Source: an optimization exercise on an open RTL-to-GDS flow (aim: small area). Production flows keep margins and buffers that such runs may drop.
Where RTL was checked, it was by simulation tests only, not by an equivalence proof against the original.
Power figures rest on the tool's default switching activity, not on a simulated workload.

## edge_capture_fsm
module edge_capture_fsm #(
    parameter integer TICKS_PER_US  = 1,
    parameter integer THRESHOLD_US  = 35,
    parameter integer CAPTURE_TICKS = 10000,
    parameter integer MAX_EDGES     = 83,
    parameter integer TS_W          = 32,
    parameter integer CW            = $clog2(MAX_EDGES + 1)
) (
    input  wire            clk,
    input  wire            rst,
    input  wire            start,
    input  wire            line_level,
    input  wire            line_err,
    input  wire [CW-1:0]   dbg_edge_idx,
    input  wire [CW-1:0]   dbg_bit_idx,
    output wire            busy,
    output wire [1:0]      phase,
    output wire [2:0]      status,
    output wire            have_reading,
    output wire            host_viol,
    output wire [7:0]      status_word,
    output wire [15:0]     humidity_x10,
    output wire [15:0]     temperature_x10,
    output wire            temp_sign,
    output wire [39:0]     frame,
    output wire [CW-1:0]   frame_offset,
    output wire [CW-1:0]   edge_count,
    output wire [CW-1:0]   bit_count,
    output wire [CW-1:0]   rejects,
    output wire [TS_W-1:0] elapsed,
    output wire            dbg_edge_valid,
    output wire [TS_W-1:0] dbg_edge_ts,
    output wire            dbg_edge_kind,
    output wire            dbg_bit_valid,
    output wire            dbg_bit
);
Size: ~2400 cells after synthesis, ~1000 flip-flops, ~0.039 mm2 of cells after synthesis.
clock: 10.0 ns
lec_check: 0
cap_margin: 20
core_margin: 2
core_utilization: 70
place_density: 0.8
slew_margin: 20
standard.sh (not shown) runs the stock make flow with config.mk's settings and CLKGATE_MAP_FILE= SYNTH_SCRIPT=/design/flow/synth_recipe.tcl, a recipe that flattens the netlist after the stock synthesis.
==> flow/flow/run.sh <==
#!/bin/bash
# The standard layout (standard.sh) with these changes:
#  - synthesis runs flow/synth.tcl: the standard synthesis script, with abc
#    using the area-oriented script flow/area.abc (registers are mapped
#    before abc, so they are the standard synthesis's);
#  - ports are buffered with buf_1 cells;
#  - clock tree synthesis uses clkbuf_8 cells, sink clusters of up to 16
#    flip-flops within 60 um, and no dummy loads.
# make's full output goes to flow_make.log in the work folder; ORFS keeps
# each step's own log under orfs/logs.
set -euo pipefail
W=$(pwd)
export AREA_ABC_SCRIPT="$W/flow/area.abc"
export BUFFER_PORTS_ARGS="-buffer_cell sky130_fd_sc_hd__buf_1"
export CTS_ARGS="-sink_clustering_enable -repair_clock_nets -dont_use_dummy_load -buf_list sky130_fd_sc_hd__clkbuf_8 -sink_clustering_size 16 -sink_clustering_max_diameter 60"
sed "s#SYNTH_SCRIPT=[^ ]*#SYNTH_SCRIPT=$W/flow/synth.tcl#" standard.sh > own_standard.sh
grep -q "SYNTH_SCRIPT=$W/flow/synth.tcl" own_standard.sh
bash own_standard.sh finish > flow_make.log 2>&1
==> flow/flow/area.abc <==
&get -n
&st
&syn2
&dch
&nf -R 1000 -p
&put
mfs2 -W 4 -M 500
&get -n
&st
&dch
&nf -R 1000 -p
&put
==> flow/flow/synth.tcl <==
# The standard synthesis script (synth_recipe.tcl), with one change: abc maps
# the logic with flow/area.abc, an area-oriented script, in place of the
# flow's abc script. Registers are mapped before abc, so they are the
# standard synthesis's.
proc synth {args} { yosys synth -nofsm -noshare {*}$args }
proc abc {args} {
  set i [lsearch -exact $args -script]
  if {$i >= 0} { lset args [expr {$i+1}] $::env(AREA_ABC_SCRIPT) }
  yosys abc {*}$args
}
source $::env(SCRIPTS_DIR)/synth.tcl
# left out here: clear keep_hierarchy, flatten, clean up, hide names made inside functions, write 1_2_yosys.v
Edit:
--- a/flow/flow/run.sh
+++ b/flow/flow/run.sh
@@ -7 +7 @@
-#  - clock tree synthesis uses clkbuf_8 cells, sink clusters of up to 16
+#  - clock tree synthesis uses clkbuf_8 cells, sink clusters of up to 18
@@ -15 +15 @@
-export CTS_ARGS="-sink_clustering_enable -repair_clock_nets -dont_use_dummy_load -buf_list sky130_fd_sc_hd__clkbuf_8 -sink_clustering_size 16 -sink_clustering_max_diameter 60"
+export CTS_ARGS="-sink_clustering_enable -repair_clock_nets -dont_use_dummy_load -buf_list sky130_fd_sc_hd__clkbuf_8 -sink_clustering_size 18 -sink_clustering_max_diameter 60"
==> flow/flow/area.abc (replaced) <==
&get -n
&st
&syn2
&dch
&nf -R 1000 -p
&st
&dch
&nf -R 1000 -p
&put
--- a/flow/config.mk
+++ b/flow/config.mk
@@ -10,3 +10,3 @@
-export CORE_UTILIZATION = 70
-export PLACE_DENSITY = 0.8
-export SLEW_MARGIN = 20
+export CORE_UTILIZATION = 65
+export PLACE_DENSITY = 0.75
+export SLEW_MARGIN = 10
Result:
- The new run completed with no timing, DRC or antenna violations
- non-clock buffer count rose by 70
- cell area goes up by 1.7%
- critical path depth does not change
- register-to-register slack gets better by 0.25 ns
- sequential power went down by about 1%
- die area rises by 8.2%
- first-iteration DRC count falls by 11%
- wire length is higher by 18%
Edit:
--- a/flow/flow/run.sh
+++ b/flow/flow/run.sh
@@ -7 +7 @@
-#  - clock tree synthesis uses clkbuf_8 cells, sink clusters of up to 18
+#  - clock tree synthesis uses clkbuf_8 cells, sink clusters of up to 16
@@ -15 +15 @@
-export CTS_ARGS="-sink_clustering_enable -repair_clock_nets -dont_use_dummy_load -buf_list sky130_fd_sc_hd__clkbuf_8 -sink_clustering_size 18 -sink_clustering_max_diameter 60"
+export CTS_ARGS="-sink_clustering_enable -repair_clock_nets -dont_use_dummy_load -buf_list sky130_fd_sc_hd__clkbuf_8 -sink_clustering_size 16 -sink_clustering_max_diameter 60"
--- a/flow/config.mk
+++ b/flow/config.mk
@@ -10,3 +10,2 @@
-export CORE_UTILIZATION = 65
-export PLACE_DENSITY = 0.75
-export SLEW_MARGIN = 10
+export CORE_UTILIZATION = 50
+export SLEW_MARGIN = 20
Sequential share of layout area shrinks by 0.81 points.
Core utilization shrinks by 15 points.
Via count grows by about 0.5%.
Critical path depth does not change.
Combinational power grows by about 3%.
Hold slack loses 0.0059 ns.
Global-route usage shrinks by 7.0 points.
Worst setup slack loses 0.081 ns.
Final area grows by about 1.2%.
Total power grows by about 3%.
Edit:
--- a/flow/flow/run.sh
+++ b/flow/flow/run.sh
@@ -7 +7 @@
-#  - clock tree synthesis uses clkbuf_8 cells, sink clusters of up to 16
+#  - clock tree synthesis uses clkbuf_8 cells, sink clusters of up to 18
@@ -15 +15 @@
-export CTS_ARGS="-sink_clustering_enable -repair_clock_nets -dont_use_dummy_load -buf_list sky130_fd_sc_hd__clkbuf_8 -sink_clustering_size 16 -sink_clustering_max_diameter 60"
+export CTS_ARGS="-sink_clustering_enable -repair_clock_nets -dont_use_dummy_load -buf_list sky130_fd_sc_hd__clkbuf_8 -sink_clustering_size 18 -sink_clustering_max_diameter 60"
==> flow/flow/area.abc (replaced) <==
&get -n
&st
&syn2
&dch
&nf -R 1000 -p
&put
mfs2 -W 4 -M 500
&get -n
&st
&dch
&nf -R 1000 -p
&put
--- a/flow/config.mk
+++ b/flow/config.mk
@@ -10 +10,2 @@
-export CORE_UTILIZATION = 50
+export CORE_UTILIZATION = 65
+export PLACE_DENSITY = 0.75
What happened: Worst setup slack is worse by 0.75 ns; wire length came out lower by 21%; clock power came out lower by 11%; final area came out lower by 3.0%; global-route usage came out higher by 1.2 points; sequential cell count stays the same; via count came out lower by 8.1%; combinational power came out higher by 96%.
Edit:
--- a/flow/flow/run.sh
+++ b/flow/flow/run.sh
@@ -7 +7 @@
-#  - clock tree synthesis uses clkbuf_8 cells, sink clusters of up to 18
+#  - clock tree synthesis uses clkbuf_8 cells, sink clusters of up to 16
@@ -15 +15 @@
-export CTS_ARGS="-sink_clustering_enable -repair_clock_nets -dont_use_dummy_load -buf_list sky130_fd_sc_hd__clkbuf_8 -sink_clustering_size 18 -sink_clustering_max_diameter 60"
+export CTS_ARGS="-sink_clustering_enable -repair_clock_nets -dont_use_dummy_load -buf_list sky130_fd_sc_hd__clkbuf_8 -sink_clustering_size 16 -sink_clustering_max_diameter 60"
Power came out higher by about 0.8%.
Final area barely changes.
Critical path depth stays the same.
Die area is unchanged.
Via count stays flat.
Register-to-register slack gets worse by 0.04 ns.
Global-route usage came out higher by 0.14 points.
Wire length hardly moves.
Clock-buffer cell count came out higher by 6.
Edit:
==> flow/flow/area.abc (replaced) <==
&get -n
&st
&syn2
&dch
&nf -R 1000 -p
&st
&dch
&nf -R 1000 -p
&put
Total power goes down by about 4.6%.
Worst hold slack gets worse by 0.025 ns.
Sequential share of layout area is lower by 1.2 points.
Fmax increases by 11%.
Non-clock buffer count went up by 66.
Flip-flop and latch count stays the same.
Register-to-register slack gets better by 0.11 ns.

---

build 12:
Another version of the RTL of edge_capture_fsm (not shown whole).
Size in the first run: ~2700 cells after synthesis, ~1000 flip-flops, about 200 I/O pins.
==> flow/config.mk <==
export PLATFORM = sky130hd
export DESIGN_NAME = edge_capture_fsm
export DESIGN_NICKNAME = edge_capture_fsm
export VERILOG_FILES = /design/flow/design.v
export SDC_FILE = /design/flow/constraint.sdc
export NUM_CORES = 4
export LEC_CHECK = 0
export CAP_MARGIN = 20
export CORE_MARGIN = 2
export CORE_UTILIZATION = 50
export SLEW_MARGIN = 20
==> flow/constraint.sdc <==
create_clock -name core_clock -period 10.0 [get_ports {clk}]
set_input_delay 2.0000 -clock core_clock [delete_from_list [all_inputs] [get_ports {clk}]]
set_output_delay 2.0000 -clock core_clock [all_outputs]
set_load 0.01 [all_outputs]
==> flow/flow/run.sh <==
#!/bin/bash
# The standard layout (standard.sh) with these changes:
#  - synthesis runs flow/synth.tcl: the standard synthesis script, with abc
#    using the area-oriented script flow/area.abc;
#  - ports are buffered with buf_1 cells;
#  - clock tree synthesis uses clkbuf_16 cells, sink clusters of up to 25
#    flip-flops, and no dummy loads.
# make's full output (every tool's log is also kept by ORFS under orfs/logs)
# goes to flow_make.log in the work folder.
set -euo pipefail
W=$(pwd)
export AREA_ABC_SCRIPT="$W/flow/area.abc"
export BUFFER_PORTS_ARGS="-buffer_cell sky130_fd_sc_hd__buf_1"
export CTS_ARGS="-sink_clustering_enable -repair_clock_nets -dont_use_dummy_load -buf_list sky130_fd_sc_hd__clkbuf_16 -sink_clustering_size 25 -sink_clustering_max_diameter 80"
sed "s#SYNTH_SCRIPT=[^ ]*#SYNTH_SCRIPT=$W/flow/synth.tcl#" standard.sh > own_standard.sh
grep -q "SYNTH_SCRIPT=$W/flow/synth.tcl" own_standard.sh
bash own_standard.sh finish > flow_make.log 2>&1
==> flow/flow/area.abc <==
&get -n
&st
&syn2
&dch
&nf -R 1000 -p
&st
&dch
&nf -R 1000 -p
&put
Scripts as last shown in full above: flow/flow/synth.tcl
Per the final summary, build 12 finished and its layout is clean on timing, DRC and antenna.
Setup changes, build 12 to build 17
-- flow/flow/run.sh --
<<< build 12, line 6
#  - clock tree synthesis uses clkbuf_16 cells, sink clusters of up to 25
>>> build 17, line 6
#  - clock tree synthesis uses clkbuf_8 cells, sink clusters of up to 12
<<< build 12, line 14
export CTS_ARGS="-sink_clustering_enable -repair_clock_nets -dont_use_dummy_load -buf_list sky130_fd_sc_hd__clkbuf_16 -sink_clustering_size 25 -sink_clustering_max_diameter 80"
>>> build 17, line 14
export CTS_ARGS="-sink_clustering_enable -repair_clock_nets -dont_use_dummy_load -buf_list sky130_fd_sc_hd__clkbuf_8 -sink_clustering_size 12 -sink_clustering_max_diameter 60"
--- outcome ---
- The final core area utilization of build 17 and that of build 12 are within noise of each other.
- The met2 track utilization from global routing of build 17 is higher than that of build 12.
- Changes observed in build 17 relative to build 12: final critical delay including setup and external delays went down by 110 ps; sequential share of layout area was more or less identical; setup slack went up by 110 ps; clock slew at the register clock pins of the worst setup and hold paths was more or less identical; highest clock rate went up by 1.3%.
No functional check of the RTL was part of any run of this note.

---

Setup of trial 92:
Another version of the RTL of edge_capture_fsm (not shown whole).
Size in the first run: about 1000 flip-flops, roughly 200 I/O pins, about 43000 um^2 of cells after synthesis.
## edge_capture_fsm
module edge_capture_fsm #(
    parameter integer TICKS_PER_US  = 1,
    parameter integer THRESHOLD_US  = 35,
    parameter integer CAPTURE_TICKS = 10000,
    parameter integer MAX_EDGES     = 83,
    parameter integer TS_W          = 32,
    parameter integer CW            = $clog2(MAX_EDGES + 1)
) (
    input  wire            clk,
    input  wire            rst,
    input  wire            start,
    input  wire            line_level,
    input  wire            line_err,
    input  wire [CW-1:0]   dbg_edge_idx,
    input  wire [CW-1:0]   dbg_bit_idx,
    output wire            busy,
    output wire [1:0]      phase,
    output wire [2:0]      status,
    output wire            have_reading,
    output wire            host_viol,
    output wire [7:0]      status_word,
    output wire [15:0]     humidity_x10,
    output wire [15:0]     temperature_x10,
    output wire            temp_sign,
    output wire [39:0]     frame,
    output wire [CW-1:0]   frame_offset,
    output wire [CW-1:0]   edge_count,
    output wire [CW-1:0]   bit_count,
    output wire [CW-1:0]   rejects,
    output wire [TS_W-1:0] elapsed,
    output wire            dbg_edge_valid,
    output wire [TS_W-1:0] dbg_edge_ts,
    output wire            dbg_edge_kind,
    output wire            dbg_bit_valid,
    output wire            dbg_bit
);
clock: 10.0 ns
lec_check: 0
cap_margin: 30
core_margin: 2
core_utilization: 35
slew_margin: 40
run.sh (not shown) runs the stock make flow with config.mk's settings and CLKGATE_MAP_FILE= SYNTH_SCRIPT=/design/flow/synth_recipe.tcl, a recipe that flattens the netlist after the stock synthesis.
Stock flow here: none of the scripts above is used.
--- input diff trial 92..build 55 ---
Settings: CORE_UTILIZATION changed from 35 to 60; SLEW_MARGIN changed from 40 to 20; CTS_BUF_LIST newly set to sky130_fd_sc_hd__clkbuf_4; CAP_MARGIN changed from 30 to 20.
--- outcome ---
Trial 92 has lower maximum clock frequency than build 55. Sequential share of cell area (build 55 over trial 92): increase, 1.6 points. As of build 55, pin count of the biggest net entering global routing had risen by a few percent compared to trial 92. On least setup slack across all paths after layout, build 55 does better than trial 92.

==> separate check: timing with driven ports <==
No port has a modelled driver above. Below, the same layouts with a new extraction and two added sets of constraints.
Step 1 sets driving cells, clkbuf_16 on the clock port and buf_2 on the other inputs (assumed; they add their load-dependent delay and slew).
Step 2 adds t to the input delays and takes it off the output delays; t is the mean of the earliest and latest rising clock arrival at the registers after step 1. Input paths then give back, and output paths get back, about the clock's delay inside the block.
Slacks: ideal ports / drivers / drivers and shift; pairs: ideal ports / drivers.
run | t (ns) | slack for setup (ns) | worst setup path at the end | pins driven straight from the clock port
the first run of note 1 | 0.744 | 0.406 / 0.365 / 0.365 | input to output | 1
the second run of note 1 | 0.750 | 1.182 / 1.162 / 1.162 | input to output | 1
the third run of note 1 | 0.772 | 1.101 / 1.076 / 1.076 | input to output | 1
the fourth run of note 1 | 0.724 | 0.353 / 0.313 / 0.313 | input to output | 1
the fifth run of note 1 | 0.730 | 0.259 / 0.219 / 0.219 | input to output | 1
the sixth run of note 1 | 0.754 | 1.195 / 1.175 / 1.175 | input to output | 1
build 12 | 0.713 | 1.240 / 1.214 / 1.214 | input to output | 1
build 17 | 0.805 | 1.354 / 1.329 / 1.329 | input to output | 1
trial 92 | 0.777 | 1.052 / 1.025 / 1.025 | input to output | 1
build 55 | 1.172 | 1.106 / 1.056 / 1.056 | input to output | 1
After both steps every run listed still meets setup and hold. The setup slack of build 55, which loses most, moves by -0.050 ns with the drivers and by -0.050 ns with both steps.
